What follows belongs to an exercise in optimizing a design on an open flow for small area; a production flow would make more cautious choices. Only simulation tests tie the RTL to the original design; equivalence was not proved. Power figures rest on the tool's default switching activity, not on a simulated workload.

===== flow/run.sh =====
#!/bin/bash
# synth_recipe.tcl (not shown) runs the flow's synth.tcl, then flattens the netlist and writes it again
# the make line also repeats each setting of config.mk as NAME=value (left out here)
make -C /OpenROAD-flow-scripts/flow DESIGN_CONFIG=/design/flow/config.mk WORK_HOME=/design/flow/orfs CLKGATE_MAP_FILE= SYNTH_SCRIPT=/design/flow/synth_recipe.tcl finish

===== flow/config.mk =====
export PLATFORM = sky130hd
export DESIGN_NAME = fuzix_glue
export DESIGN_NICKNAME = fuzix_glue
export VERILOG_FILES = /design/flow/design.v
export SDC_FILE = /design/flow/constraint.sdc
export NUM_CORES = 4
export LEC_CHECK = 0
export CAP_MARGIN = 20
export CORE_MARGIN = 2
export CORE_UTILIZATION = 40
export SLEW_MARGIN = 20

===== flow/constraint.sdc =====
create_clock -name core_clock -period 10.0 [get_ports {clk}]
set_input_delay 2.0000 -clock core_clock [delete_from_list [all_inputs] [get_ports {clk}]]
set_output_delay 2.0000 -clock core_clock [all_outputs]
set_load 0.01 [all_outputs]

===== flow/design.v =====
module glue_timer (
    input  wire       clk,
    input  wire       rst,         
    input  wire       wr_en,       
    input  wire [2:0] wr_off,      
    input  wire [7:0] wr_data,
    input  wire       tick,
    output wire [7:0] count,       
    output wire       irq
);
    reg [15:0] ticks;
    reg [7:0]  target;
    reg        paused;
    reg        irq_q;
    wire w_tgt   = wr_en && wr_off == 3'd0;
    wire w_rst   = wr_en && wr_off == 3'd2;
    wire w_trig  = wr_en && wr_off == 3'd3;
    wire w_pause = wr_en && wr_off == 3'd4;
    wire w_cont  = wr_en && wr_off == 3'd5;
    wire clr = w_tgt || w_rst || w_trig;
    wire [15:0] n_ticks  = clr ? 16'd0 : ticks;
    wire [7:0]  n_target = w_tgt ? wr_data : target;
    wire        n_paused = w_pause || (paused && !clr && !w_cont);
    wire        n_irq    = w_trig || (irq_q && !(w_tgt || w_rst || w_cont));
    wire [15:0] t   = n_ticks + 16'd1;
    wire [8:0]  lo  = {1'b0, t[7:0]} - {1'b0, n_target};
    wire        bor = lo[8];
    wire [7:0]  hi  = t[15:8] - {7'd0, bor};
    wire        fire = !t[15] && (t[14:8] != 7'd0 || !bor);
    wire        go   = tick && !n_paused;
    always @(posedge clk) begin
        if (rst) begin
            ticks  <= 16'd0;
            target <= 8'd255;
            paused <= 1'b1;
            irq_q  <= 1'b0;
        end else begin
            target <= n_target;
            paused <= n_paused;
            if (go && fire) begin
                ticks <= {hi, lo[7:0]};
                irq_q <= 1'b1;
            end else begin
                ticks <= go ? t : n_ticks;
                irq_q <= n_irq;
            end
        end
    end
    assign count = ticks[7:0];
    assign irq   = irq_q;
endmodule
module glue_disk (
    input  wire        clk,
    input  wire        rst,              
    input  wire        store_open,
    input  wire        store_writable,
    input  wire [40:0] store_size,
    input  wire        wr_en,            
    input  wire        rd_en,            
    input  wire [2:0]  off,              
    input  wire [7:0]  wr_data,
    output wire [7:0]  rd_data,          
    output wire [40:0] st_addr,
    output wire        st_re,
    output wire        st_we,
    output wire [7:0]  st_wdata,
    input  wire [7:0]  st_rdata
);
    reg        status;       
    reg        seeked;
    reg [7:0]  param0, param1, param2, param3;
    reg [40:0] pos;
    wire        le  = off[1];
    wire [41:0] dif = {1'b0, store_size} + {1'b0, ~pos} + {41'd0, le};
    wire        cmp = dif[41];
    wire data_rd = rd_en && off == 3'd5;
    wire data_wr = wr_en && off == 3'd5;
    assign st_addr  = pos;
    assign st_re    = store_open && data_rd && cmp;
    assign st_we    = store_open && data_wr && store_writable && cmp;
    assign st_wdata = wr_data;
    wire data_ok = st_re || st_we;
    wire cmd     = wr_en && off == 3'd0 && store_open;
    wire select  = cmd && wr_data == 8'h00;
    wire seek    = cmd && wr_data == 8'h01;
    wire stat_nok = seeked ? !cmp : status;
    assign rd_data = {7'd0, rd_en && off == 3'd6 && stat_nok} |
                     ((rd_en && off == 3'd5 && st_re) ? st_rdata : 8'h00);
    always @(posedge clk) begin
        if (rst) begin
            status <= !store_open;
            seeked <= 1'b0;
            pos    <= 41'd0;
        end else begin
            if (seek) begin
                seeked <= 1'b1;
                pos    <= {param3, param2, param1, param0, 9'd0};
            end else begin
                if (select || data_rd || data_wr) begin
                    seeked <= 1'b0;
                    status <= !select && !data_ok;
                end
                pos <= pos + {40'd0, data_ok};
            end
        end
        if (rst || (wr_en && off == 3'd1)) param0 <= rst ? 8'd0 : wr_data;
        if (rst || (wr_en && off == 3'd2)) param1 <= rst ? 8'd0 : wr_data;
        if (rst || (wr_en && off == 3'd3)) param2 <= rst ? 8'd0 : wr_data;
        if (rst || (wr_en && off == 3'd4)) param3 <= rst ? 8'd0 : wr_data;
    end
endmodule
module fuzix_glue (
    input  wire        clk,
    input  wire        rst,              
    input  wire        store_open,
    input  wire        store_writable,
    input  wire [40:0] store_size,
    input  wire        bus_valid,
    input  wire        bus_rd,           
    input  wire        bus_sync,         
    input  wire [15:0] bus_addr,
    input  wire [7:0]  bus_wdata,
    output reg         data_drive,       
    output reg  [7:0]  data_out,         
    input  wire        tick,
    output wire        irq,
    output wire        mem_re,
    output wire        mem_we,
    output wire [15:0] mem_addr,
    output wire [7:0]  mem_wdata,
    input  wire [7:0]  mem_rdata,
    output wire        st_re,
    output wire        st_we,
    output wire [40:0] st_addr,
    output wire [7:0]  st_wdata,
    input  wire [7:0]  st_rdata
);
    wire page_fe   = bus_addr[15:8] == 8'hFE && !bus_addr[4] && !bus_addr[3];
    wire in_disk   = page_fe && bus_addr[7:5] == 3'b011 && bus_addr[2:0] != 3'd7;
    wire in_timer  = page_fe && bus_addr[7:5] == 3'b100 &&
                     !(bus_addr[2] && bus_addr[1]);
    wire in_mem    = !in_disk && !in_timer;
    wire [2:0] off = bus_addr[2:0];
    wire cyc = bus_valid && !rst;
    wire rd  = cyc && bus_rd;
    wire wr  = cyc && !bus_rd;
    assign mem_re    = rd && in_mem;
    assign mem_we    = wr && in_mem;
    assign mem_addr  = bus_addr;
    assign mem_wdata = bus_wdata;
    wire [7:0] timer_count;
    glue_timer u_timer (
        .clk     (clk),
        .rst     (rst),
        .wr_en   (wr && in_timer),
        .wr_off  (off),
        .wr_data (bus_wdata),
        .tick    (tick),
        .count   (timer_count),
        .irq     (irq)
    );
    wire [7:0] disk_rdata;
    glue_disk u_disk (
        .clk            (clk),
        .rst            (rst),
        .store_open     (store_open),
        .store_writable (store_writable),
        .store_size     (store_size),
        .wr_en          (wr && in_disk),
        .rd_en          (rd && in_disk),
        .off            (off),
        .wr_data        (bus_wdata),
        .rd_data        (disk_rdata),
        .st_addr        (st_addr),
        .st_re          (st_re),
        .st_we          (st_we),
        .st_wdata       (st_wdata),
        .st_rdata       (st_rdata)
    );
    wire [7:0] rdata = in_disk  ? disk_rdata :
                       in_timer ? (off == 3'd1 ? timer_count : 8'h00) :
                                  mem_rdata;
    always @(posedge clk) begin
        if (rst)
            data_drive <= 1'b0;
        else if (bus_valid)
            data_drive <= bus_rd;
        if (bus_valid)
            data_out <= rdata;
    end
endmodule

==> results.ini, run 1 <==
[worst_setup_path]
crit_required_ps = 8000
crit_path_cell_trace = clkdlybuf4s50_1 -> a21o_1 -> a21oi_1 -> o21ai_0 -> a221oi_1 -> o211ai_1 -> a211oi_1 -> nor3_1 -> buf_4 -> clkdlybuf4s50_1
crit_fanout = 12
criticalPathCategory = in -> out
cp_slowest_stage_delay_ps = 810
start_kind = primary input
cpMaxStageDelayCell = a211oi_1
cp-end-kind = output port
cp.arrival_ps = 5540
cpMostUsedCell = clkdlybuf4s50_1

[global_routing]
grt_pass1_vias = 5950
grtUsageTotal = 0.2002
grt_overflow = 0
antenna_found_initial = 0
grt_pass1_wl_mm = 31.42
grt_max_degree = 82

[pwr]
power_mw = 0.9603
power_density_mw_per_mm2 = 103.3
irDropWorstVdd_v = 0.00009296
p_leak_nw = 3.370

[run_status]
status = finished clean

[logic_synthesis]
synth_cells = 820
syn-cell-area_mm2 = 0.007303
synth_top_cell_area_share = 0.1891
ys_types = 73
synth_edf_count = 41
ys_seq_elements = 110
synth_flop_cell = dfxtp_1
async_reset_ff_frac = 0
yosys_warnings = 3
syn_area_per_cell_um2 = 8.906
synth_commonest_cells = nor2_1, dfxtp_1, inv_1
ys_top_cells_by_area = dfxtp_1, edfxtp_1, ha_1
synth_most_common_cell = nor2_1
ys_seq_area_frac = 0.3577
synth_nets = 964
yosys.area.top_type = dfxtp_1

[cells_and_area]
drive_gt1_frac = 0.04847
antenna_cells = 0
area_delta_synth_final_pct = 27.24
n_fill_cell = 1731
nets = 1088
finalNonFillerCells = 1178

[place]
hpwl_mm = 15.05
placed_cells_incl_taps = 1162
io_buffer_count = 174
place_congestion = 0.8851

[timing]
post-route-period-util = 0.7544
hold_viol = 0
tightestPinTransition_ps = 952.8
finalSetupViolations = 0
slew_headroom = 0.3610
tns_ps = 0
fmax_ghz = 0.1326
skew_ps = 7.371
rsz0062_at_grt = no
maxSlewViolCount = 0
fin_crit_ps = 7544

[routing]
drt-total-wl_mm = 19.72
drt_iter0_markers = 437
num_vias = 6269
routed_via_density = 5.322
first_pass_iters = 5
drcViolationCount = 0
wire_per_inst_um = 16.74
postRouteAntennaNets = 0

[clocking]
cts-resized-gates = 0
cts_hold_buf = 0
postCtsSetupBuffers = 0
numCtsBuffers = 9
clock_path_buffers = 2
htree_levels = 3
numClockSinks = 110
cts_root_buffer = clkbuf_16
insertion_delay_ps = 360
cts_tree = built
clkTransAtPathRegs_ps = 80

[floorplanning]
die_h_um = 139.1
rows = 49
fp.dieW_um = 139.1
ioPinCount = 176
core_mm2 = 0.01796
die_area_mm2 = 0.01935
start_util = 0.4066

[run]
maxCapViolations = 0

[hold_path]
hold_path_class = reg -> reg

==> metal layers <==
metal | up-vias | global-route usage | share of wire
met5 | - | 0 | 0
met4 | 0 | 0.05848 | 0.013
met1 | 2890 | 0.2801 | 0.48
met3 | 14 | 0.03246 | 0.052
li1 | 3176 | - | -
met2 | 189 | 0.3202 | 0.45
==> final timing paths <==
| check | start | endpoint | slack, ps | cells after the start |
|---|---|---|---|---|
| worst min register to register | data_drive$_SDFFE_PP0P_ | data_drive$_SDFFE_PP0P_ | 480 | 2 |
| worst max-delay path | bus_addr[1] | st_re | 2460 | 10 |
| worst min-delay path | data_drive$_SDFFE_PP0P_ | data_drive$_SDFFE_PP0P_ | 480 | 2 |
| worst max register to register | u_disk.pos[8]$_SDFF_PP0_ | u_disk.pos[40]$_SDFF_PP0_ | 4910 | 19 |
==> cell type report <==
| cell class | instances | area (um^2) | share of cell area |
|---|---|---|---|
| Multi-Input combinational cell | 585 | 4090 | 0.4402 |
| Inverter | 58 | 217.7 | 0.02343 |
| Tap cell | 229 | 286.5 | 0.03083 |
| Timing Repair Buffer | 180 | 1782 | 0.1917 |
| Sequential cell | 110 | 2613 | 0.2811 |
| Clock inverter | 7 | 78.83 | 0.008483 |
| Clock buffer | 9 | 225.2 | 0.02424 |
==> placed cells by master (no fill, tap or decap), drive strengths merged, types with 9 or more instances in the layout <==
cell / instances
clkdlybuf4s50: 173
a211oi: 36
nand2b: 9
a22o: 9
nor2b: 12
nand4: 26
o21ai: 20
dfxtp: 69
nor3: 21
xor2: 16
a21oi: 31
and3: 9
clkbuf: 9
ha: 54
inv: 60
mux2i: 10
a21o: 24
nand3: 41
nand2: 51
xnor2: 51
nor2: 78
nor4: 13
edfxtp: 41
==> stage by stage <==
step	utilization	hold WS, ps	cell area, um^2	setup WS, ps
floorplan	-	449.0	7303	3686
global placement	0.5004	460.4	8989	2504
detailed placement	0.5004	465.3	8989	2509
CTS	0.5173	481.6	9293	2483
global route	0.5173	496.6	9293	2362
finish	0.5173	478.2	9293	2456
==> logic make-up after synthesis <==
family / synth area share
AO/OA/AOI/OAI: 0.1449
XOR/XNOR: 0.08035
adder cells (fa/ha/maj): 0.09525
buffers and inverters: 0.08258
flip-flops: 0.3577
multiplexers: 0.01885
AND/OR/NAND/NOR: 0.2203
==> flip-flops by register name (all words and copies together) (netlist names), 8 cells and up <==
signal / flops
u_timer.target: 8
u_timer.ticks: 16
u_disk.param1: 8
u_disk.param2: 8
data_out: 8
u_disk.param0: 8
u_disk.param3: 8
u_disk.pos: 41
==> critical path: cells and delay by family <==
| family | cells | cell delay (ps) |
|---|---|---|
| compound gates | 6 | 2030 |
| buf+inv | 3 | 1360 |
| simple gates | 1 | 140 |
==> power breakdown <==
part | switching, mW | internal, mW | total, mW
clock network | 0.190 | 0.178 | 0.368
logic | 0.0472 | 0.0628 | 0.110
registers | 0.00370 | 0.479 | 0.482
total | 0.241 | 0.719 | 0.960
==> inputs of run 2 (changes only) <==
==> flow/flow/run.sh (new file) <==
#!/bin/bash
# Standard ORFS layout, with the port buffers made from the smallest buffer
# cell instead of the default pick.
set -euo pipefail
export BUFFER_PORTS_ARGS="-buffer_cell sky130_fd_sc_hd__buf_1"
bash standard.sh finish > standard.log 2>&1
==> flow/standard.sh (new file) <==
#!/bin/bash
# synth_recipe.tcl (not shown) runs the flow's synth.tcl, then flattens the netlist and writes it again
# the make line also repeats each setting of config.mk as NAME=value (left out here)
make -C /OpenROAD-flow-scripts/flow DESIGN_CONFIG=/design/flow/config.mk WORK_HOME=/design/flow/orfs CLKGATE_MAP_FILE= SYNTH_SCRIPT=/design/flow/synth_recipe.tcl "${@:-finish}"
removed: flow/run.sh
==> run 2 against run 1 <==
Clock skew is 2.0 ps higher. Final area shrank 12%. Sequential share of layout area is 3.7 points higher. Global-route usage shrank 1.1 points. Setup slack improved by 720 ps. Die area unchanged. Clock power is 4% lower. Final cell count hardly changed. Synthesized cell count unchanged. Largest power group unchanged. Utilization down 6.1 points.
==> results.ini, run 2 <==
[logic_synthesis]
synth_cells = 820
syn_area_per_cell_um2 = 8.906
synth_top_cell_area_share = 0.1891
synth_most_common_cell = nor2_1
synth_commonest_cells = nor2_1, dfxtp_1, inv_1
muxShareOfSynthArea = 0.01885
ys_types = 73
synth_flop_cell = dfxtp_1
synth_edf_count = 41
ys_top_cells_by_area = dfxtp_1, edfxtp_1, ha_1
synth-simple-area-share = 0.2203
synthAdderAreaFrac = 0.09525
ys_seq_elements = 110
ys_seq_area_frac = 0.3577
yosys_warnings = 3
yosys.area.top_type = dfxtp_1
synth-xor-area-share = 0.08035
async_reset_ff_frac = 0
synth_compound_area_frac = 0.1449
synth_nets = 964
syn-cell-area_mm2 = 0.007303
synth_top_family_by_area = simple AND/OR/NAND/NOR gates

[global_routing]
top_usage_layer = met2
use_met2 = 0.3059
grt_pass1_vias = 5674
grt_pass1_wl_mm = 29.61
grt_util_met1 = 0.2607
use_met3 = 0.03695
grtUsageTotal = 0.1893
grt_overflow = 0
grt_max_degree = 81
antenna_found_initial = 0

[place]
postPlaceCellArea_mm2 = 0.007914
io_buffer_count = 174
hpwl_mm = 14.26
place_ws_ps = 2855
placed_cells_incl_taps = 1163
place_congestion = 0.8719

[clocking]
cts_root_buffer = clkbuf_16
postCtsSetupBuffers = 0
numCtsBuffers = 9
clkTransAtPathRegs_ps = 80
cts_tree = built
insertion_delay_ps = 360
cts-resized-gates = 0
numClockSinks = 110
htree_levels = 3
clock_path_buffers = 2
cts_hold_buf = 0

[worst_setup_path]
timing.rr.end = u_disk.pos[40]$_SDFF_PP0_
cpMaxStageDelayCell = or4_4
cp_top_family = simple AND/OR/NAND/NOR gates
criticalPathCategory = in -> reg
reg2reg_slack_ps = 5050
critPathLaunch = bus_valid
cp-end-kind = flop
timing.rr.start = u_disk.pos[4]$_SDFF_PP0_
cp.arrival_ps = 7100
crit_fanout = 24
reg2reg_depth = 19
worst-path-buf-inv = 3
crit_path_cell_trace = buf_1 -> nor4b_1 -> and4b_1 -> nand3_1 -> buf_4 -> and2_1 -> ha_1 -> nand3_1 -> xor2_1 -> nor2_1 -> ha_1 -> a21o_1 -> a21oi_1 -> o21ai_0 -> a31oi_1 -> ha_1 -> ha_1 -> inv_1 -> or4_4 -> mux2_4 -> a31oi_2
start_kind = primary input
crit_required_ps = 10290
cpMostUsedCell = ha_1
cp_slowest_stage_delay_ps = 540

[routing]
drcViolationCount = 0
drt_iter0_markers = 475
first_pass_iters = 5
num_vias = 6205
routed_via_density = 5.263
postRouteAntennaNets = 0
wire_per_inst_um = 15.77
drt-total-wl_mm = 18.59

[floorplanning]
rows = 49
ioPinCount = 176
start_util = 0.4066
die_h_um = 139.1
die_area_mm2 = 0.01935
core_mm2 = 0.01796
fp.dieW_um = 139.1

[cells_and_area]
largest_reg_flops = 41
nets = 1089
top_register = u_disk.pos
antenna_cells = 0
largest_registers = u_disk.pos (41), u_timer.ticks (16)
finalNonFillerCells = 1179
area_delta_synth_final_pct = 12.28
layout_commonest_cell = buf_1
drive_gt1_frac = 0.04842
final_cell_mix = buf_1, nor2_1, dfxtp_1
final_area_mm2 = 0.008200

[pwr]
power_switching_mw = 0.2278
p_leak_nw = 2.920
irDropWorstVdd_v = 0.00007483
power.share.clock = 0.388
p_comb_frac = 0.082
cell_internal_pwr_mw = 0.6838
switching_share = 0.2499
power_density_mw_per_mm2 = 111.2
power_frac_seq = 0.530

[run]
maxCapViolations = 0

[timing]
tns_ps = 0
fin_crit_ps = 6819
hold_viol = 0
slew_headroom = 0.4309
tightestPinTransition_ps = 853.6
rsz0062_at_grt = no
skew_ps = 9.326
timing.hold.ws_ps = 479.0
fmax_ghz = 0.1466
post-route-period-util = 0.6819
finalSetupViolations = 0
setup_slack_ps = 3181
maxSlewViolCount = 0

[hold_path]
hold_path_class = reg -> reg
hold_path_depth = 2
min_from = data_drive$_SDFFE_PP0P_
hold_end = data_drive$_SDFFE_PP0P_

[run_status]
status = finished clean

## run 2: cell counts after synthesis
No cell type changed its count.
## run 2: worst reg2reg max path, cell delays in order (launching register included)
cell and delay, ps:
dfxtp_1 410, inv_1 120, ha_1 300, o21ai_0 90, a21oi_1 160, a221oi_1 160
o211ai_1 290, a211oi_1 250, or3_1 460, inv_1 80, ha_1 210, ha_1 210
nand3_1 180, nor2_1 410, and3_1 340, nor2b_1 370, nand3_1 210, nor4_1 280
xnor2_1 130, a211oi_1 220
## run 2: final cells by class
cell class              count  area (um^2)
inverters                  58        217.7
repair buffers            181        706.9
clock inverters             6        57.56
flip-flops and latches    110         2613
well taps                 229        286.5
clock buffers              10        229.0
fillers                  1805         9763
multi-input cells         585         4090
## run 2: how the worst max path moves through the flow
stage,to,slack [ps],cells past startpoint
final,u_timer.ticks[12]$_SDFF_PP0_,3180,21
after global routing,u_timer.ticks[12]$_SDFF_PP0_,2760,21
after CTS,st_re,3210,11
after detailed placement,u_timer.ticks[12]$_SDFF_PP0_,2860,21
after global placement,u_timer.ticks[12]$_SDFF_PP0_,2900,21
after floorplan,u_timer.ticks[12]$_SDFF_PP0_,3690,21
## run 2: routing by layer
metal / up-vias / wire length [um]
li1: 3168 / -
met1: 2837 / 8946
met2: 184 / 8417
met3: 16 / 937
met4: 0 / 291
met5: - / 0
## run 2: stage by stage
stage,power (mW),util
floorplan,0.5411,-
global placement,0.5675,0.4406
detailed placement,0.5686,0.4406
CTS,0.9207,0.4565
global route,0.9457,0.4565
finish,0.9116,0.4565
## run 2: kinds of logic after synthesis
kind of cell | Yosys count
adders and majority gates | 55
buffers and inverters | 125
xor gates and xnor gates | 67
AOI/OAI and AO/OA | 151
DFF | 110
muxes | 13
and+or+nand+nor | 299
## run 2: power by group through the flow
stage                     sequential (mW)  combinational [mW]  clock (mW)
final                               0.483              0.0751       0.354
after global routing                0.484              0.0843       0.377
after CTS                           0.483              0.0760       0.362
after detailed placement            0.493              0.0757           0
after global placement              0.492              0.0750           0
after floorplan                     0.493              0.0478           0
==> inputs of run 3 (changes only) <==
--- a/flow/design.v
+++ b/flow/design.v
@@ -24,7 +24,5 @@
     wire        n_irq    = w_trig || (irq_q && !(w_tgt || w_rst || w_cont));
-    wire [15:0] t   = n_ticks + 16'd1;
-    wire [8:0]  lo  = {1'b0, t[7:0]} - {1'b0, n_target};
-    wire        bor = lo[8];
-    wire [7:0]  hi  = t[15:8] - {7'd0, bor};
-    wire        fire = !t[15] && (t[14:8] != 7'd0 || !bor);
+    wire [15:0] t    = n_ticks + 16'd1;
+    wire        tz   = n_target == 8'd0;
+    wire        fire = tz ? !t[15] : (t[7:0] == n_target);
     wire        go   = tick && !n_paused;
@@ -40,3 +38,3 @@
             if (go && fire) begin
-                ticks <= {hi, lo[7:0]};
+                ticks <= tz ? t : 16'd0;
                 irq_q <= 1'b1;
@@ -73,4 +71,11 @@
     wire        le  = off[1];
-    wire [41:0] dif = {1'b0, store_size} + {1'b0, ~pos} + {41'd0, le};
-    wire        cmp = dif[41];
+    reg  [41:0] cc;
+    integer     i;
+    always @(*) begin
+        cc[0] = le;
+        for (i = 0; i < 41; i = i + 1)
+            cc[i+1] = (store_size[i] & ~pos[i]) | (store_size[i] & cc[i]) |
+                      (~pos[i] & cc[i]);
+    end
+    wire        cmp = cc[41];
     wire data_rd = rd_en && off == 3'd5;
==> run 3 against run 2 <==
Sequential share of layout area rose by 3.1 points. Global-route usage up 1.2 points. Synthesized cell count shrank 7.7%. Power is 2.1% higher. Largest cell class unchanged. Count of clock-buffer cells in the layout is 1 lower.
==> results.ini, run 3 <==
[run_status]
status = finished clean

[worst_setup_path]
cpMaxStageDelayCell = a2111oi_0
timing.rr.end = u_disk.pos[36]$_SDFF_PP0_
crit_path_cell_trace = buf_1 -> and4bb_2 -> nand3_1 -> a2111oi_1 -> nand3_1 -> a2111oi_0 -> ha_1 -> ha_1 -> and3_1 -> nand3_1 -> nor4_1 -> nand2_1 -> nor4_1 -> xnor2_1 -> a211oi_1
timing.rr.start = u_disk.pos[36]$_SDFF_PP0_
reg2reg_slack_ps = 4130
critPathLaunch = bus_addr[4]
crit_required_ps = 10280
cp-end-kind = flop
reg2reg_depth = 16
crit_fanout = 13
start_kind = primary input
cp_slowest_stage_delay_ps = 1000
cp.arrival_ps = 7860
cp-endpoint = u_disk.pos[36]$_SDFF_PP0_
cpMostUsedCell = nand3_1
criticalPathCategory = in -> reg

[logic_synthesis]
ys_top_cells_by_area = dfxtp_1, edfxtp_1, nor2_1
ys_types = 67
synth_most_common_cell = nor2_1
synth_cells = 757
syn_area_per_cell_um2 = 8.696
syn-cell-area_mm2 = 0.006583
yosys_warnings = 3
muxShareOfSynthArea = 0.01216
async_reset_ff_frac = 0
yosys.area.top_type = dfxtp_1
synthAdderAreaFrac = 0.02699
ys_seq_elements = 110
ys_seq_area_frac = 0.3969
synth-simple-area-share = 0.2484
synth_top_family_by_area = simple AND/OR/NAND/NOR gates
synth_nets = 849
synth-xor-area-share = 0.05588
synth_compound_area_frac = 0.1695
synth_flop_cell = dfxtp_1
synth_commonest_cells = nor2_1, dfxtp_1, nand2_1
synth_top_cell_area_share = 0.2098
synth_edf_count = 41

[routing]
routed_via_density = 5.422
first_pass_iters = 5
num_vias = 5981
drt-total-wl_mm = 18.09
drcViolationCount = 0
drt_iter0_markers = 398
wire_per_inst_um = 16.40
postRouteAntennaNets = 0

[timing]
post-route-period-util = 0.7584
tightestPinTransition_ps = 1049
tns_ps = 0
hold_viol = 0
slew_headroom = 0.2829
rsz0062_at_grt = no
finalSetupViolations = 0
skew_ps = 10.30
fmax_ghz = 0.1319
maxSlewViolCount = 0
fin_crit_ps = 7584

[cells_and_area]
final_area_mm2 = 0.007482
final_cell_mix = buf_1, nor2_1, dfxtp_1
drive_gt1_frac = 0.04397
largest_registers = u_disk.pos (41), u_timer.ticks (16)
area_delta_synth_final_pct = 13.67
nets = 974
antenna_cells = 0
layout_commonest_cell = buf_1
utilization = 0.4676
top_register = u_disk.pos
finalNonFillerCells = 1103
largest_reg_flops = 41

[global_routing]
grt_pass1_wl_mm = 28.05
grt_overflow = 0
grtUsageTotal = 0.2011
antenna_found_initial = 0
grt_pass1_vias = 5384
grt_max_degree = 65

[clocking]
htree_levels = 3
cts_root_buffer = clkbuf_16
numCtsBuffers = 9
cts_tree = built
clock_path_buffers = 2
postCtsSetupBuffers = 0
insertion_delay_ps = 360
numClockSinks = 110
cts_hold_buf = 0
cts-resized-gates = 0
clkTransAtPathRegs_ps = 80

[place]
hpwl_mm = 13.47
postPlaceCellArea_mm2 = 0.007174
place_congestion = 0.8964
placed_cells_incl_taps = 1087
io_buffer_count = 174

[floorplanning]
die_h_um = 132.3
die_area_mm2 = 0.01750
start_util = 0.4114
ioPinCount = 176
fp.dieW_um = 132.3
rows = 46
core_mm2 = 0.01600

[pwr]
p_leak_nw = 2.398
irDropWorstVdd_v = 0.00007514
power_mw = 0.9304
power_density_mw_per_mm2 = 124.4

[hold_path]
hold_path_class = reg -> reg
hold_path_depth = 2

[run]
maxCapViolations = 0

run 3: changes by cell type after synthesis, moves of 10 or more:
cell	before	now
a21o_1	24	9
a21oi_1	31	10
ha_1	54	3
maj3_1	0	14
o21ai_0	19	9
o22ai_1	0	16
xnor2_1	51	29
run 3: cell families after synthesis:
| kind of cell | after synthesis |
|---|---|
| adder cells (fa/ha/maj) | 17 |
| buffers and inverters | 121 |
| AO/OA/AOI/OAI | 151 |
| AND/OR/NAND/NOR | 308 |
| XOR/XNOR | 42 |
| flip-flops | 110 |
| multiplexers | 8 |
run 3: per-layer routing:
metal | vias up | global-route usage | share of wire
li1 | 2999 | - | -
met1 | 2795 | 0.2636 | 0.45
met2 | 161 | 0.3296 | 0.48
met3 | 26 | 0.03191 | 0.050
met4 | 0 | 0.08662 | 0.028
met5 | - | 0 | 0
run 3: worst max-delay path: cells and delay by family:
family,cells,cell delay [ps]
compound gates,3,2210
xor+xnor,1,110
fa+ha+maj,2,690
buf+inv,1,80
simple gates,8,2770
run 3: how the worst min path moves through the flow:
stage | start | to | slack, ps
2_1_floorplan | u_disk.seeked$_SDFFE_PP0P_ | u_disk.seeked$_SDFFE_PP0P_ | 440
4_1_cts | u_disk.seeked$_SDFFE_PP0P_ | u_disk.seeked$_SDFFE_PP0P_ | 500
6_report | u_timer.ticks[14]$_SDFF_PP0_ | u_timer.ticks[14]$_SDFF_PP0_ | 500
3_3_place_gp | u_disk.seeked$_SDFFE_PP0P_ | u_disk.seeked$_SDFFE_PP0P_ | 470
3_5_place_dp | u_disk.seeked$_SDFFE_PP0P_ | u_disk.seeked$_SDFFE_PP0P_ | 470
5_1_grt | u_disk.param0[6]$_DFFE_PP_ | u_disk.pos[15]$_SDFF_PP0_ | 530
run 3: power by group:
group          internal, mW  switching, mW  total [mW]
logic                0.0245         0.0475      0.0720
clock network         0.198          0.176       0.374
registers             0.479        0.00479       0.484
run 3: through the flow:
stage	setup WS, ps	hold slack (ps)
6_report	2416	502.2
4_1_cts	2433	498.6
5_1_grt	1927	525.5
3_5_place_dp	2076	474.5
2_1_floorplan	3792	441.7
3_3_place_gp	2167	468.1
run 3: cell type report:
| type | count | area [um^2] |
|---|---|---|
| inverter | 54 | 202.7 |
| sequential | 110 | 2613 |
| timing repair buffer | 181 | 706.9 |
| tap | 216 | 270.3 |
| clock inverter | 7 | 77.57 |
| multi-input combinational | 526 | 3387 |
| clock buffer | 9 | 225.2 |
| fill | 1642 | 8518 |
==> inputs of run 4 (changes only) <==
==> flow/flow/run.sh (replaced) <==
#!/bin/bash
# Standard ORFS layout, with the port buffers made from the smallest buffer
# cell instead of the default pick, and a clock tree of small buffers
# without dummy loads.
set -euo pipefail
export BUFFER_PORTS_ARGS="-buffer_cell sky130_fd_sc_hd__buf_1"
export CTS_ARGS="-sink_clustering_enable -repair_clock_nets -dont_use_dummy_load -buf_list {sky130_fd_sc_hd__clkbuf_4 sky130_fd_sc_hd__clkbuf_8}"
bash standard.sh finish > standard.log 2>&1
==> run 4 against run 3 <==
Non-clock buffer count unchanged. Final area down 2.4%. Final cell count down 0.63%. Flip-flop and latch count unchanged. First-iteration DRC count down 5.3%. Clock skew up 19 ps. Still clean. Global-route usage down 0.15 points. Die area unchanged. Combinational power about the same. Setup slack better by 30 ps. Register-to-register slack about the same.
==> results.ini, run 4 <==
[timing]
timing.hold.ws_ps = 489.2
fin_crit_ps = 7554
finalSetupViolations = 0
maxSlewViolCount = 0
hold_viol = 0
post-route-period-util = 0.7554
skew_ps = 29.48
fmax_ghz = 0.1324
rsz0062_at_grt = no
tns_ps = 0
tightestPinTransition_ps = 1057
slew_headroom = 0.2769

[clocking]
cts-resized-gates = 0
numCtsBuffers = 9
clkTransAtPathRegs_ps = 110
htree_levels = 3
clock_path_buffers = 2
cts_root_buffer = clkbuf_8
cts_tree = built
numClockSinks = 110
postCtsSetupBuffers = 0
cts_hold_buf = 0
insertion_delay_ps = 400

[cells_and_area]
finalNonFillerCells = 1096
antenna_cells = 0
largest_registers = u_disk.pos (41), u_timer.ticks (16)
final_cell_mix = buf_1, nor2_1, dfxtp_1
drive_gt1_frac = 0.03636
utilization = 0.4564
multi_input_area_mm2 = 0.003387
layout_commonest_cell = buf_1
n_fill_cell = 1657
largest_reg_flops = 41
seq_area_mm2 = 0.002613
top_register = u_disk.pos
area_delta_synth_final_pct = 10.95
nets = 974

[logic_synthesis]
ys_top_cells_by_area = dfxtp_1, edfxtp_1, nor2_1
synth_cells = 757
syn_area_per_cell_um2 = 8.696
ys_seq_area_frac = 0.3969
synth_most_common_cell = nor2_1
yosys_warnings = 3
ys_types = 67
synth_top_cell_area_share = 0.2098
yosys.area.top_type = dfxtp_1
synth_flop_cell = dfxtp_1
synth_nets = 849
synth_commonest_cells = nor2_1, dfxtp_1, nand2_1
ys_seq_elements = 110
async_reset_ff_frac = 0
synth_edf_count = 41
syn-cell-area_mm2 = 0.006583

[pwr]
irDropWorstVdd_v = 0.00005750
power_density_mw_per_mm2 = 106.5
p_leak_nw = 2.314
power_mw = 0.7781

[global_routing]
grtUsageTotal = 0.1996
grt_max_degree = 65
antenna_found_initial = 0
grt_pass1_wl_mm = 27.97
grt_overflow = 0
grt_pass1_vias = 5357

[routing]
drcViolationCount = 0
drt_iter0_markers = 377
first_pass_iters = 5
wire_per_inst_um = 16.47
postRouteAntennaNets = 0
drt-total-wl_mm = 18.05
routed_via_density = 5.443
num_vias = 5966

[worst_setup_path]
reg2reg_slack_ps = 4130
reg2reg_depth = 16
critPathLaunch = bus_addr[4]
crit_required_ps = 10310
crit_fanout = 13
cp.arrival_ps = 7870
timing.rr.start = u_disk.pos[36]$_SDFF_PP0_
timing.rr.end = u_disk.pos[36]$_SDFF_PP0_
cp-end-kind = flop
criticalPathCategory = in -> reg
start_kind = primary input

[run]
maxCapViolations = 0

[floorplanning]
core_mm2 = 0.01600
rows = 46
die_area_mm2 = 0.01750
fp.dieW_um = 132.3
die_h_um = 132.3
start_util = 0.4114
ioPinCount = 176

[hold_path]
hold_end = u_disk.seeked$_SDFFE_PP0P_
min_from = u_disk.seeked$_SDFFE_PP0P_
hold_path_depth = 2
hold_path_class = reg -> reg

[place]
io_buffer_count = 174
hpwl_mm = 13.47
placed_cells_incl_taps = 1087
place_congestion = 0.8964

[run_status]
status = finished clean

run 4: cell counts after synthesis:
No cell type changed its count.
run 4: worst max-delay path by stage:
stage,to,slack (ps),cells past startpoint
detailed placement,u_disk.pos[36]$_SDFF_PP0_,2080,15
CTS,u_disk.pos[36]$_SDFF_PP0_,2470,15
global placement,u_disk.pos[36]$_SDFF_PP0_,2170,15
finish,u_disk.pos[36]$_SDFF_PP0_,2450,15
global route,u_disk.pos[36]$_SDFF_PP0_,1970,15
floorplan,u_disk.pos[36]$_SDFF_PP0_,3790,15
run 4: logic make-up after synthesis:
logic type	Yosys count	synth area share
AND/OR/NAND/NOR	308	0.2484
AO/OA/AOI/OAI	151	0.1696
buffers and inverters	121	0.09010
flip-flops	110	0.3969
XOR/XNOR	42	0.05588
adder cells (fa/ha/maj)	17	0.02699
multiplexers	8	0.01217
run 4: area by class of cell:
| type | instances | area share |
|---|---|---|
| Timing Repair Buffer | 181 | 0.09680 |
| Inverter | 54 | 0.02775 |
| Clock buffer | 9 | 0.01696 |
| Tap cell | 216 | 0.03701 |
| Sequential cell | 110 | 0.3577 |
| Multi-Input combinational cell | 526 | 0.4638 |
run 4: through the flow:
step           cell area, um^2  worst slack, ps
2_1_floorplan             6583             3792
3_3_place_gp              7174             2167
3_5_place_dp              7174             2076
4_1_cts                   7298             2467
5_1_grt                   7303             1967
6_report                  7303             2446
run 4: routing by layer:
layer / up-vias / share of wire / track usage
li1: 2987 / - / -
met4: 0 / 0.028 / 0.07049
met3: 28 / 0.049 / 0.03652
met1: 2790 / 0.45 / 0.2635
met2: 161 / 0.47 / 0.3287
met5: - / 0 / 0
run 4: power by group:
group / switching, mW / internal, mW / total (mW)
combinational: 0.0474 / 0.0245 / 0.0719
clock: 0.141 / 0.0813 / 0.222
sequential: 0.00484 / 0.480 / 0.484
total: 0.193 / 0.585 / 0.778
run 4: worst max-delay path, stage by stage:
cell       delay, ps
buf_1             80
and4bb_2         340
nand3_1          380
a2111oi_1        960
nand3_1          310
a2111oi_0       1010
ha_1             410
ha_1             270
and3_1           230
nand3_1          230
nor4_1           640
nand2_1          280
nor4_1           360
xnor2_1          110
a211oi_1         230
==> inputs of run 5 (changes only) <==
==> flow/flow/run.sh (replaced) <==
#!/bin/bash
# The standard ORFS layout with three changes:
#  - synthesis maps the logic with an area-oriented ABC script
#    (flow/abc_area.script) in place of ORFS's speed script; everything
#    else in synthesis (registers, flattening, renaming) is the standard flow's own;
#  - the port buffers are the smallest buffer cell;
#  - the clock tree uses small clock buffers and no dummy loads.
set -euo pipefail
HERE=$PWD
# ORFS synth.tcl, with the ABC script replaced
sed 's#^source \$::env(SCRIPTS_DIR)/synth_preamble.tcl#&\nset abc_args [lreplace $abc_args 1 1 '"$HERE"'/flow/abc_area.script]#' \
    "$FLOW_HOME/scripts/synth.tcl" > my_synth_body.tcl
grep -q abc_area.script my_synth_body.tcl
# The standard flow's synthesis wrapper, sourcing the copy above
sed 's#source \$::env(SCRIPTS_DIR)/synth.tcl#source '"$HERE"'/my_synth_body.tcl#' synth_recipe.tcl > my_synth_recipe.tcl
grep -q my_synth_body.tcl my_synth_recipe.tcl
# standard.sh, with the synthesis script swapped
sed 's#SYNTH_SCRIPT=[^ ]*#SYNTH_SCRIPT='"$HERE"'/my_synth_recipe.tcl#' standard.sh > my_standard.sh
grep -q my_synth_recipe.tcl my_standard.sh
export BUFFER_PORTS_ARGS="-buffer_cell sky130_fd_sc_hd__buf_1"
export CTS_ARGS="-sink_clustering_enable -repair_clock_nets -dont_use_dummy_load -buf_list {sky130_fd_sc_hd__clkbuf_4 sky130_fd_sc_hd__clkbuf_8}"
bash my_standard.sh finish > standard.log 2>&1
==> flow/flow/abc_area.script (new file) <==
&get -n
&st
&deepsyn -T 120
&dch -f
&nf -R 1000
&put
==> run 5 against run 4 <==
Now fails the layout checks on negative setup slack. Clock power is 2% lower. Global-route usage is 0.79 points higher. Critical path depth increased by 57. Sequential power about the same. Critical path type unchanged. Critical endpoint is now u_disk.pos[39]$_SDFF_PP0_.
==> results.ini, run 5 <==
[run_status]
status = failed layout checks
violations = negative setup slack

[global_routing]
grt_pass1_vias = 5085
grt_overflow = 0
grtUsageTotal = 0.2075
antenna_found_initial = 0
grt_max_degree = 38
grt_pass1_wl_mm = 24.36

[cells_and_area]
antenna_cells = 0
layout_commonest_cell = buf_1
largest_registers = u_disk.pos (41), u_timer.ticks (16)
top_register = u_disk.pos
final_cell_mix = buf_1, nand2_1, dfxtp_1
utilization = 0.5643
nets = 944
largest_reg_flops = 41
drive_gt1_frac = 0.2424
area_delta_synth_final_pct = 36.69

[logic_synthesis]
synth_most_common_cell = nand2_1
muxShareOfSynthArea = 0.009083
synth_edf_count = 41
synth_flop_cell = dfxtp_1
synth-simple-area-share = 0.2216
ys_types = 45
syn-cell-area_mm2 = 0.005510
yosys.area.top_type = dfxtp_1
synth_cells = 624
ys_top_cells_by_area = dfxtp_1, edfxtp_1, nand2_1
synthAdderAreaFrac = 0.05223
ys_seq_elements = 110
synth_compound_area_frac = 0.1560
yosys_warnings = 3
synth_nets = 716
syn_area_per_cell_um2 = 8.831
synth-xor-area-share = 0.01272
synth_top_cell_area_share = 0.2507
synth_top_family_by_area = simple AND/OR/NAND/NOR gates
ys_seq_area_frac = 0.4741
synth_commonest_cells = nand2_1, dfxtp_1, nor2_1
async_reset_ff_frac = 0

[clocking]
clock_path_buffers = 2
numCtsBuffers = 9
clkTransAtPathRegs_ps = 90
insertion_delay_ps = 380
cts_tree = built
cts_hold_buf = 0
htree_levels = 3
numClockSinks = 110
cts_root_buffer = clkbuf_8

[timing]
post-route-period-util = 1.404
skew_ps = 15.84
rsz0062_at_grt = yes
hold_viol = 0
slew_headroom = 0.2958
setup_slack_ps = -4038
tightestPinTransition_ps = 1052
finalSetupViolations = 52
maxSlewViolCount = 0
fmax_ghz = 0.07124
fin_crit_ps = 14040

[routing]
postRouteAntennaNets = 0
routed_via_density = 5.256
drcViolationCount = 0
drt-total-wl_mm = 15.62
num_vias = 5393
first_pass_iters = 5
drt_iter0_markers = 288
wire_per_inst_um = 15.22

[worst_setup_path]
cp_slowest_stage_delay_ps = 310
worst-path-buf-inv = 3
cpMaxStageDelayCell = maj3_2
criticalPathCategory = in -> reg
cp.arrival_ps = 14340
cpMostUsedCell = maj3_2
crit_fanout = 3
cp_top_family = adder cells
cp-end-kind = flop
start_kind = primary input
crit_required_ps = 10300

[pwr]
cell_internal_pwr_mw = 0.5820
switching_share = 0.2372
p_leak_nw = 2.500
power_frac_seq = 0.633
power_mw = 0.7629
p_comb_frac = 0.082
power.share.clock = 0.286
power_density_mw_per_mm2 = 101.3
power_switching_mw = 0.1809
irDropWorstVdd_v = 0.00005386

[floorplanning]
fp.dieW_um = 121.4
rows = 42
start_util = 0.4128
die_area_mm2 = 0.01473
die_h_um = 121.4
ioPinCount = 176
core_mm2 = 0.01335

[place]
hpwl_mm = 11.41
io_buffer_count = 174
place_ws_ps = -4872
place_congestion = 0.8837

[hold_path]
hold_path_class = reg -> reg

[run]
maxCapViolations = 0

-- run 5: changes by cell type after synthesis, sizes merged, moves of 11 or more --
cell	delta
xnor2	-25
a21oi	+34
nor2	-24
o21ai	+23
a211oi	-32
clkbuf	-30
nand2	+32
nand4	-22
inv	-54
o22ai	-12
maj3	+11
clkinv	+45
-- run 5: what timing repair did --
action	4_1_cts	5_1_grt
gates resized for setup	59	59
endpoints found under the setup margin	52	52
setup buffers	17	17
pin swaps	37	37
-- run 5: stage by stage --
stage               hold slack, ps  instance area (um^2)  std cells  TNS (ps)
floorplan                    415.2                  5684        624   -138760
global placement             430.6                  6705        993   -181440
detailed placement           430.9                  6705        993   -185110
CTS                          440.5                  7182       1017   -158020
global route                 472.8                  7532       1026   -178750
finish                       438.5                  7532       1026   -154110
-- run 5: layout make-up --
type	count	area [um^2]
Clock buffer	9	123.9
Timing Repair Buffer	249	1313
Tap cell	176	220.2
Fill cell	1253	5816
Inverter	45	193.9
Multi-Input combinational cell	437	3069
Sequential cell	110	2613
-- run 5: power by group through the flow --
stage / Sequential [mW] / Combinational [mW] / Clock [mW]
after global routing: 0.484 / 0.0688 / 0.242
final: 0.483 / 0.0624 / 0.218
after detailed placement: 0.493 / 0.0591 / 0
after floorplan: 0.493 / 0.0308 / 0
after global placement: 0.493 / 0.0584 / 0
after CTS: 0.483 / 0.0607 / 0.224
-- run 5: final timing paths --
check	slack (ps)	start	endpoint	depth (start not counted)
hold / removal	440	u_disk.param2[5]$_DFFE_PP_	u_disk.pos[30]$_SDFF_PP0_	2
setup reg to reg	-2710	u_disk.pos[0]$_SDFF_PP0_	u_disk.pos[39]$_SDFF_PP0_	70
setup / recovery	-4040	bus_addr[1]	u_disk.pos[39]$_SDFF_PP0_	72
hold reg to reg	440	u_disk.param2[5]$_DFFE_PP_	u_disk.pos[30]$_SDFF_PP0_	2
-- run 5: routing by layer --
layer | vias up | wire (um) | GRT usage | part of all wire
met1 | 2531 | 6808 | 0.2697 | 0.44
met5 | - | 0 | 0 | 0
met3 | 31 | 717 | 0.03055 | 0.046
met4 | 0 | 419 | 0.07902 | 0.027
met2 | 158 | 7671 | 0.3490 | 0.49
li1 | 2673 | - | - | -
-- run 5: tightest hold or removal path, delay by kind of cell (launching register included) --
kind,cells,cell delay [ps]
DFF,1,330
and+or+nand+nor,2,100
-- run 5: cells by family (layout without fill, tap and decap cells) --
| logic type | Yosys count | after routing |
|---|---|---|
| AND/OR/NAND/NOR | 256 | 256 |
| AO/OA/AOI/OAI | 140 | 140 |
| flip-flops | 110 | 110 |
| buffers and inverters | 77 | 303 |
| adder cells (fa/ha/maj) | 28 | 28 |
| XOR/XNOR | 8 | 8 |
| multiplexers | 5 | 5 |
==> inputs of run 6 (changes only) <==
==> flow/flow/abc_area.script (replaced) <==
&get -n
&st
&dch
&nf
&st
&syn2
&if -g -K 6
&synch2
&nf
&st
&syn2
&dch -f
&nf -R 1000
&put
==> run 6 against run 5 <==
The run now finishes clean. Hold slack improved by 24 ps. Synthesized area rose by 5.7%. Clock skew up 6.3 ps. Clock power is essentially flat. Routed wire length fell by 5.3%. Critical path type unchanged.
==> results.ini, run 6 <==
[run_status]
status = finished clean

[cells_and_area]
final_cell_mix = buf_1, nor2_1, nand2_1
antenna_cells = 0
drive_gt1_frac = 0.02083
nets = 910
top_register = u_disk.pos
final_area_mm2 = 0.006638
largest_reg_flops = 41
largest_registers = u_disk.pos (41), u_timer.ticks (16)
utilization = 0.4619
area_delta_synth_final_pct = 13.96
n_fill_cell = 1433
layout_commonest_cell = buf_1
finalNonFillerCells = 1000

[worst_setup_path]
timing.rr.end = u_disk.pos[38]$_SDFF_PP0_
cpMaxStageDelayCell = a41oi_1
cp_slowest_stage_delay_ps = 500
crit_fanout = 10
criticalPathCategory = in -> reg
crit_required_ps = 10280
reg2reg_slack_ps = 3650
start_kind = primary input
cp.arrival_ps = 8040
cp-end-kind = flop
timing.rr.start = u_disk.pos[15]$_SDFF_PP0_
reg2reg_depth = 24

[timing]
post-route-period-util = 0.7762
rsz0062_at_grt = no
hold_viol = 0
finalSetupViolations = 0
maxSlewViolCount = 0
tightestPinTransition_ps = 765.7
tns_ps = 0
skew_ps = 22.14
fmax_ghz = 0.1288
fin_crit_ps = 7762
setup_slack_ps = 2238
timing.hold.ws_ps = 462.6
slew_headroom = 0.4861

[clocking]
numCtsBuffers = 9
insertion_delay_ps = 370
htree_levels = 3
postCtsSetupBuffers = 0
numClockSinks = 110
cts_hold_buf = 0
clock_path_buffers = 2
cts_tree = built
clkTransAtPathRegs_ps = 90
cts_root_buffer = clkbuf_8
cts-resized-gates = 0

[routing]
first_pass_iters = 7
wire_per_inst_um = 14.79
postRouteAntennaNets = 0
drcViolationCount = 0
drt_iter0_markers = 314
routed_via_density = 5.270
drt-total-wl_mm = 14.79
num_vias = 5270

[logic_synthesis]
ys_seq_area_frac = 0.4485
ys_types = 48
ys_top_cells_by_area = dfxtp_1, edfxtp_1, xnor2_1
yosys.area.top_type = dfxtp_1
synth_nets = 752
synth_edf_count = 41
async_reset_ff_frac = 0
ys_seq_elements = 110
syn-cell-area_mm2 = 0.005824
syn_area_per_cell_um2 = 8.825
synth_flop_cell = dfxtp_1
synth_commonest_cells = nor2_1, nand2_1, dfxtp_1
synth_cells = 660
synth_top_cell_area_share = 0.2372
yosys_warnings = 3
synth_most_common_cell = nor2_1

[floorplanning]
fp.dieW_um = 124.7
die_area_mm2 = 0.01554
rows = 44
die_h_um = 124.7
core_mm2 = 0.01437
ioPinCount = 176
start_util = 0.4053

[place]
place_congestion = 0.8743
hpwl_mm = 11.30
placed_cells_incl_taps = 991
postPlaceCellArea_mm2 = 0.006509
place_ws_ps = 1879
io_buffer_count = 174

[global_routing]
grt_util_met1 = 0.2475
grt_overflow = 0
grt_pass1_wl_mm = 24.16
grt_pass1_vias = 5062
grtUsageTotal = 0.1873
grt_max_degree = 69
top_usage_layer = met2
use_met2 = 0.3057
antenna_found_initial = 0
use_met3 = 0.03265

[pwr]
cell_internal_pwr_mw = 0.5802
power_mw = 0.7586
p_leak_nw = 2.183
power_frac_seq = 0.637
irDropWorstVdd_v = 0.00004903
switching_share = 0.2351
power_density_mw_per_mm2 = 114.3
power.share.clock = 0.285
power_switching_mw = 0.1784
p_comb_frac = 0.079

[hold_path]
hold_path_depth = 1
hold_path_class = reg -> reg
min_from = data_drive$_SDFFE_PP0P_
hold_end = data_drive$_SDFFE_PP0P_

[run]
maxCapViolations = 0

==> run 6: cell count changes in the layout (fill, tap and decap cells not counted), sizes merged, moves of 19 or more <==
| cell | delta |
|---|---|
| a211oi | +34 |
| buf | -71 |
| maj3 | -24 |
| xnor2 | +37 |
| nor2 | +43 |
| o21ai | -19 |
| a21oi | -34 |
==> run 6: cells by family (layout without fill, tap and decap cells) <==
family,count (synthesis),after routing,share of synthesized area
flops,110,110,0.4485
simple gates,282,282,0.2243
mux,8,8,0.01375
buf+inv,83,239,0.07411
fa+ha+maj,4,4,0.008164
xor+xnor,59,59,0.08872
compound gates,114,114,0.1424
==> run 6: power by group through the flow <==
stage	Combinational, mW	Sequential [mW]	Clock, mW
2_1_floorplan	0.0309	0.493	0
4_1_cts	0.0601	0.483	0.224
5_1_grt	0.0662	0.484	0.241
3_3_place_gp	0.0589	0.493	0
3_5_place_dp	0.0597	0.493	0
6_report	0.0598	0.483	0.216
==> run 6: layer usage <==
| metal | up-vias | part of all wire |
|---|---|---|
| met2 | 163 | 0.48 |
| met4 | 0 | 0.021 |
| met1 | 2448 | 0.45 |
| met5 | - | 0 |
| li1 | 2638 | - |
| met3 | 21 | 0.055 |
==> run 6: worst max-delay path, delay by kind of cell <==
| kind | cells | cell delay, ps |
|---|---|---|
| xor+xnor | 1 | 150 |
| fa+ha+maj | 2 | 410 |
| compound gates | 9 | 1920 |
| simple gates | 12 | 3380 |
| buf+inv | 2 | 150 |
==> run 6: area by class of cell <==
cell class,count,area (um^2),area share
inverter,51,191.4,0.02884
timing repair buffer,179,691.9,0.1042
clock buffer,9,123.9,0.01866
multi-input combinational,467,2788,0.4200
tap,184,230.2,0.03468
sequential,110,2613,0.3936
==> run 6: worst max path at each step <==
stage	start	end	slack [ps]	cells past startpoint
2_1_floorplan	store_size[15]	u_disk.pos[36]$_SDFF_PP0_	3470	25
3_3_place_gp	store_size[15]	u_disk.pos[40]$_SDFF_PP0_	1970	26
3_5_place_dp	store_size[15]	u_disk.pos[38]$_SDFF_PP0_	1880	26
4_1_cts	store_size[15]	u_disk.pos[38]$_SDFF_PP0_	2220	26
5_1_grt	store_size[15]	u_disk.pos[34]$_SDFF_PP0_	1490	26
6_report	store_size[15]	u_disk.pos[38]$_SDFF_PP0_	2240	26
==> inputs of run 7 (changes only) <==
--- a/flow/design.v
+++ b/flow/design.v
@@ -20,3 +20,2 @@
     wire clr = w_tgt || w_rst || w_trig;
-    wire [15:0] n_ticks  = clr ? 16'd0 : ticks;
     wire [7:0]  n_target = w_tgt ? wr_data : target;
@@ -24,6 +23,10 @@
     wire        n_irq    = w_trig || (irq_q && !(w_tgt || w_rst || w_cont));
-    wire [15:0] t    = n_ticks + 16'd1;
+    wire        go   = tick && !n_paused;
+    wire [15:0] inc  = ticks + {15'd0, go};      
+    wire [15:0] t    = clr ? 16'd1 : inc;        
     wire        tz   = n_target == 8'd0;
-    wire        fire = tz ? !t[15] : (t[7:0] == n_target);
-    wire        go   = tick && !n_paused;
+    wire        hit  = !tz && t[7:0] == n_target;    
+    wire        fire = tz ? !t[15] : hit;
+    wire        zero = clr || (go && hit);
+    wire [15:0] n_t  = zero ? {15'd0, clr && go && !hit} : inc;
     always @(posedge clk) begin
@@ -37,9 +40,4 @@
             paused <= n_paused;
-            if (go && fire) begin
-                ticks <= tz ? t : 16'd0;
-                irq_q <= 1'b1;
-            end else begin
-                ticks <= go ? t : n_ticks;
-                irq_q <= n_irq;
-            end
+            ticks  <= n_t;
+            irq_q  <= (go && fire) || n_irq;
         end
==> flow/flow/abc_area.script (replaced) <==
&get -n
&st
&syn2
&dch -f
&nf -R 1000
&st
&syn2
&dch -f
&nf -R 1000
&put
==> run 7 against run 6 <==
Flip-flop and latch count unchanged. Clock power about the same. Synthesized area decreased by 3.0%. Synthesized cell count decreased by 3.9%. Via count decreased by 3.4%. Critical path depth increased by 3. Critical path type is now in -> out. Still clean. Hold slack improved by 6.0 ps. Setup slack got worse by 1000 ps. Power increased by 0.53%.
==> results.ini, run 7 <==
[timing]
timing.hold.ws_ps = 468.6
setup_slack_ps = 1210
maxSlewViolCount = 0
fmax_ghz = 0.1138
skew_ps = 26.05
fin_crit_ps = 8790
hold_viol = 0
slew_headroom = 0.3968
post-route-period-util = 0.8790
tns_ps = 0
rsz0062_at_grt = no
tightestPinTransition_ps = 902.8
finalSetupViolations = 0

[floorplanning]
rows = 43
core_mm2 = 0.01383
fp.dieW_um = 122.8
start_util = 0.4086
ioPinCount = 176
die_h_um = 122.8
die_area_mm2 = 0.01509

[cells_and_area]
largest_reg_flops = 41
top_register = u_disk.pos
drive_gt1_frac = 0.02900
area_delta_synth_final_pct = 15.68
final_cell_mix = buf_1, nor2_1, dfxtp_1
nets = 888
antenna_cells = 0
largest_registers = u_disk.pos (41), u_timer.ticks (16)
layout_commonest_cell = buf_1

[clocking]
clkTransAtPathRegs_ps = 80
clock_path_buffers = 2
numClockSinks = 110
insertion_delay_ps = 380
cts_root_buffer = clkbuf_8
numCtsBuffers = 9
cts-resized-gates = 0
cts_hold_buf = 0
htree_levels = 3
cts_tree = built
postCtsSetupBuffers = 0

[logic_synthesis]
synth-simple-area-share = 0.1891
synth_compound_area_frac = 0.1739
ys_seq_area_frac = 0.4625
synth_most_common_cell = nor2_1
synth_top_cell_area_share = 0.2445
ys_types = 44
synth_top_family_by_area = simple AND/OR/NAND/NOR gates
ys_seq_elements = 110
synth_flop_cell = dfxtp_1
ys_top_cells_by_area = dfxtp_1, edfxtp_1, xnor2_1
synth-xor-area-share = 0.07442
syn-cell-area_mm2 = 0.005649
yosys.area.top_type = dfxtp_1
synth_nets = 727
synth_commonest_cells = nor2_1, dfxtp_1, nand2_1
muxShareOfSynthArea = 0.01417
yosys_warnings = 3
synthAdderAreaFrac = 0.008859
synth_cells = 634
synth_edf_count = 41
async_reset_ff_frac = 0
syn_area_per_cell_um2 = 8.910

[place]
io_buffer_count = 174
place_ws_ps = 1185
hpwl_mm = 11.41
place_congestion = 0.8789

[routing]
routed_via_density = 5.230
first_pass_iters = 8
drcViolationCount = 0
num_vias = 5089
drt-total-wl_mm = 14.79
drt_iter0_markers = 250
wire_per_inst_um = 15.20
postRouteAntennaNets = 0

[global_routing]
antenna_found_initial = 0
grt_pass1_wl_mm = 22.37
grt_pass1_vias = 4679
grtUsageTotal = 0.1903
grt_max_degree = 42
grt_overflow = 0

[hold_path]
hold_path_class = reg -> reg
hold_path_depth = 2

[worst_setup_path]
reg2reg_depth = 40
cp_slowest_stage_delay_ps = 420
criticalPathCategory = in -> out
cp.arrival_ps = 6790
start_kind = primary input
cpMostUsedCell = a21o_1
worst-path-buf-inv = 2
cp-end-kind = output port
crit_required_ps = 8000
cp.depth = 29
crit_fanout = 10
cpMaxStageDelayCell = and3_1
cp_top_family = compound AO/OA/AOI/OAI gates

[pwr]
irDropWorstVdd_v = 0.00005377
power_density_mw_per_mm2 = 116.7
p_leak_nw = 2.141

[run]
maxCapViolations = 0

[run_status]
status = finished clean

==> run 7: through the flow <==
stage / total power, mW / util / instances / instance area, um^2
finish: 0.7626 / 0.4726 / 973 / 6535
global route: 0.7930 / 0.4726 / 973 / 6535
CTS: 0.7662 / 0.4685 / 971 / 6477
detailed placement: 0.5552 / 0.4595 / 962 / 6354
global placement: 0.5543 / 0.4590 / 962 / 6346
floorplan: 0.5252 / - / 634 / 5649
==> run 7: power breakdown <==
group / switching (mW) / leakage (nW) / internal [mW]
clock network: 0.135 / 0.0647 / 0.0813
registers: 0.00358 / 0.953 / 0.479
logic: 0.0417 / 1.12 / 0.0219
total: 0.181 / 2.14 / 0.582
==> run 7: area by class of cell <==
cell class,count,area (um^2)
inverters,52,195.2
well taps,180,225.2
multi-input cells,440,2641
fillers,1387,7292
clock buffers,9,123.9
flip-flops and latches,110,2613
repair buffers,182,737.0
==> run 7: worst paths after layout <==
kind / start / to / slack (ps)
min: u_disk.seeked$_SDFFE_PP0P_ / u_disk.seeked$_SDFFE_PP0P_ / 470
max: bus_addr[1] / st_re / 1210
min reg2reg: u_disk.seeked$_SDFFE_PP0P_ / u_disk.seeked$_SDFFE_PP0P_ / 470
max reg2reg: u_disk.pos[1]$_SDFF_PP0_ / u_disk.pos[18]$_SDFF_PP0_ / 3040
==> run 7: logic make-up (layout without fill, tap and decap cells) <==
group	after synthesis	in the layout
multiplexers	8	8
adder cells (fa/ha/maj)	4	4
AO/OA/AOI/OAI	152	152
buffers and inverters	84	243
flip-flops	110	110
XOR/XNOR	48	48
AND/OR/NAND/NOR	228	228
==> run 7: metal layers <==
metal	GRT usage	routed length [um]	vias up
li1	-	-	2568
met1	0.2392	6516	2373
met2	0.3229	7279	128
met3	0.03392	688	20
met4	0.07543	300	0
met5	0	0	-
==> run 7: worst min-delay path: stages, from the launching register on <==
cell	delay (ps)
dfxtp_1	340
clkinv_1	50
a21oi_1	40
==> inputs of run 8 (changes only) <==
==> flow/flow/abc_area.script (replaced) <==
&get -n
&st
&dch
&nf
&st
&syn2
&if -g -K 6
&synch2
&nf
&st
&syn2
&dch -f
&nf -R 20
&put
==> run 8 against run 7 <==
Synthesized area increased by 1.7%. First-iteration DRC count increased by 37%. Count of clock-buffer cells in the layout unchanged. Maximum frequency increased by 10%. Largest cell class unchanged. Final cell count increased by 0.82%. Highest routed layer unchanged. Still clean. Largest power group unchanged.
==> results.ini, run 8 <==
[global_routing]
antenna_found_initial = 0
grt_pass1_wl_mm = 22.95
grt_max_degree = 47
grt_pass1_vias = 4819
grt_overflow = 0
grtUsageTotal = 0.1913

[hold_path]
min_from = data_drive$_SDFFE_PP0P_
hold_path_class = reg -> reg

[timing]
maxSlewViolCount = 0
fin_crit_ps = 7963
timing.hold.ws_ps = 459.9
slew_headroom = 0.3444
tns_ps = 0
hold_viol = 0
fmax_ghz = 0.1256
tightestPinTransition_ps = 983.4
post-route-period-util = 0.7963
skew_ps = 20.50
rsz0062_at_grt = no
finalSetupViolations = 0

[floorplanning]
start_util = 0.4125
rows = 43
fp.dieW_um = 123.9
ioPinCount = 176
die_area_mm2 = 0.01535
core_mm2 = 0.01393
die_h_um = 123.9

[worst_setup_path]
critPathLaunch = bus_addr[1]
reg2reg_slack_ps = 3710
timing.rr.end = u_disk.pos[40]$_SDFF_PP0_
reg2reg_depth = 22
criticalPathCategory = in -> reg
crit_required_ps = 10260
crit_fanout = 9
cp-end-kind = flop
cp.arrival_ps = 8220
start_kind = primary input
cp-endpoint = u_disk.pos[40]$_SDFF_PP0_
timing.rr.start = u_disk.pos[1]$_SDFF_PP0_

[logic_synthesis]
async_reset_ff_frac = 0
synth_nets = 739
ys_types = 50
ys_top_cells_by_area = dfxtp_1, edfxtp_1, nand2_1
synth_flop_cell = dfxtp_1
synth_commonest_cells = nand2_1, nor2_1, dfxtp_1
synth_top_cell_area_share = 0.2403
syn-cell-area_mm2 = 0.005748
syn_area_per_cell_um2 = 8.898
yosys.area.top_type = dfxtp_1
synth_most_common_cell = nand2_1
ys_seq_elements = 110
synth_edf_count = 41
ys_seq_area_frac = 0.4545
synth_cells = 646
yosys_warnings = 3

[clocking]
postCtsSetupBuffers = 0
cts_tree = built
cts-resized-gates = 0
clock_path_buffers = 2
htree_levels = 3
numCtsBuffers = 9
cts_hold_buf = 0
cts_root_buffer = clkbuf_8
insertion_delay_ps = 380
numClockSinks = 110
clkTransAtPathRegs_ps = 90

[cells_and_area]
top_register = u_disk.pos
final_area_mm2 = 0.006556
finalNonFillerCells = 981
layout_commonest_cell = buf_1
largest_reg_flops = 41
antenna_cells = 0
drive_gt1_frac = 0.01873
largest_registers = u_disk.pos (41), u_timer.ticks (16)
final_cell_mix = buf_1, nand2_1, nor2_1
nets = 896
n_fill_cell = 1396
area_delta_synth_final_pct = 14.06

[place]
hpwl_mm = 11.37
place_congestion = 0.8449
io_buffer_count = 174
postPlaceCellArea_mm2 = 0.006432
placed_cells_incl_taps = 972

[routing]
routed_via_density = 5.203
wire_per_inst_um = 14.96
drt-total-wl_mm = 14.68
num_vias = 5104
drcViolationCount = 0
drt_iter0_markers = 342
first_pass_iters = 5
postRouteAntennaNets = 0

[pwr]
p_comb_frac = 0.080
p_leak_nw = 2.175
switching_share = 0.2344
power_density_mw_per_mm2 = 115.5
power_mw = 0.7573
cell_internal_pwr_mw = 0.5798
power_frac_seq = 0.637
power_switching_mw = 0.1775
power.share.clock = 0.283
irDropWorstVdd_v = 0.00005659

[run]
maxCapViolations = 0

[run_status]
status = finished clean

run 8: cell types whose count changed in the layout (fill, tap and decap cells not counted), sizes merged, moves of 9 or more:
cell    before  now
a21oi       30   11
a22oi       22    5
xor2         5   18
o21ai       29   16
xnor2       43   34
a211oi      10   32
a21o        12    2
nand2       58   82
and3         9   21
run 8: how the worst min path moves through the flow:
stage,endpoint,depth (start not counted)
2_1_floorplan,u_disk.seeked$_SDFFE_PP0P_,2
3_3_place_gp,data_drive$_SDFFE_PP0P_,2
3_5_place_dp,data_drive$_SDFFE_PP0P_,2
4_1_cts,data_drive$_SDFFE_PP0P_,2
5_1_grt,u_disk.seeked$_SDFFE_PP0P_,2
6_report,data_drive$_SDFFE_PP0P_,2
run 8: final cells by class:
class,count,area (um^2),area share
flip-flops and latches,110,2613,0.3985
repair buffers,178,696.9,0.1063
multi-input cells,455,2714,0.4139
well taps,180,225.2,0.03435
clock buffers,9,123.9,0.01889
inverters,49,183.9,0.02805
run 8: kinds of logic (layout without fill, tap and decap cells):
family / Yosys count / in the layout / synth area share
DFF: 110 / 110 / 0.4545
AOI/OAI and AO/OA: 115 / 115 / 0.1419
muxes: 8 / 8 / 0.01393
and+or+nand+nor: 275 / 275 / 0.2262
xor gates and xnor gates: 52 / 52 / 0.07923
buffers and inverters: 81 / 236 / 0.07379
adders and majority gates: 5 / 5 / 0.01045
run 8: metrics by stage:
stage          worst slack [ps]  utilization
2_1_floorplan              3273            -
3_3_place_gp               1597       0.4602
3_5_place_dp               1573       0.4616
4_1_cts                    1934       0.4705
5_1_grt                    1255       0.4705
6_report                   2037       0.4705
run 8: routing by layer:
layer  share of wire  global-route usage  vias to the layer above  routed length, um
li1                -                   -                     2598                  -
met1            0.46              0.2447                     2370               6692
met2            0.48              0.3255                      124               7047
met3           0.053             0.03846                       12                776
met4           0.011             0.05895                        0                159
met5               0                   0                        -                  0
run 8: power groups by stage:
stage          Clock, mW  Combinational [mW]  Sequential (mW)
3_5_place_dp           0              0.0606            0.493
2_1_floorplan          0              0.0318            0.493
6_report           0.214              0.0605            0.483
5_1_grt            0.240              0.0677            0.484
3_3_place_gp           0              0.0595            0.493
4_1_cts            0.222              0.0609            0.483
run 8: critical path, cell delays in order:
cell and delay [ps]:
buf_1 310, nand2_1 90, a221oi_1 340, o221ai_1 180, a222oi_1 320, o211ai_1 210
a2111oi_0 640, o31ai_1 220, a41oi_1 470, and3_1 260, and3_1 170, or2_0 150
ha_1 190, ha_1 170, and2_0 320, nand4_1 320, nor3_1 390, and3_1 270
and3_1 220, nand4_1 190, nor2_1 280, nand3_1 130, xnor2_1 140, a211oi_1 230

[afterwards: timing with drivers on the ports]
No port has a modelled driver above. Below, the same layouts with a new extraction and two added sets of constraints.
Step 1: set_driving_cell puts a clkbuf_16 on clk and a buf_2 on each other input, an assumption about the parent block.
Step 2 times the ports against the registers' clock, not the clock port: input delays grow and output delays shrink by t, the midpoint of the rising clock arrivals with the driver on.
Three values: ideal ports, drivers, drivers and shift; two values: the first two.
run | shift t [ns] | setup WS [ns] | worst hold slack (ns) | worst data-port slew with drivers (ns)
run 1 | 0.403 | 2.456 / 2.435 / 2.435 | 0.478 / 0.478 / 0.478 | 0.06
run 2 | 0.399 | 3.181 / 3.201 / 2.802 | 0.479 / 0.479 / 0.479 | 0.06
run 3 | 0.400 | 2.416 / 2.439 / 2.039 | 0.502 / 0.502 / 0.502 | 0.05
run 4 | 0.416 | 2.446 / 2.460 / 2.044 | 0.489 / 0.489 / 0.489 | 0.05
run 5 | 0.394 | -4.038 / -4.053 / -4.447 | 0.438 / 0.438 / 0.438 | 0.06
run 6 | 0.403 | 2.238 / 2.253 / 1.850 | 0.463 / 0.463 / 0.463 | 0.03
run 7 | 0.399 | 1.210 / 1.180 / 1.180 | 0.469 / 0.469 / 0.469 | 0.04
run 8 | 0.405 | 2.037 / 2.048 / 1.642 | 0.460 / 0.460 / 0.460 | 0.05
The setup slack of run 5, which loses most, moves by -0.015 ns with the drivers and by -0.409 ns with both steps.
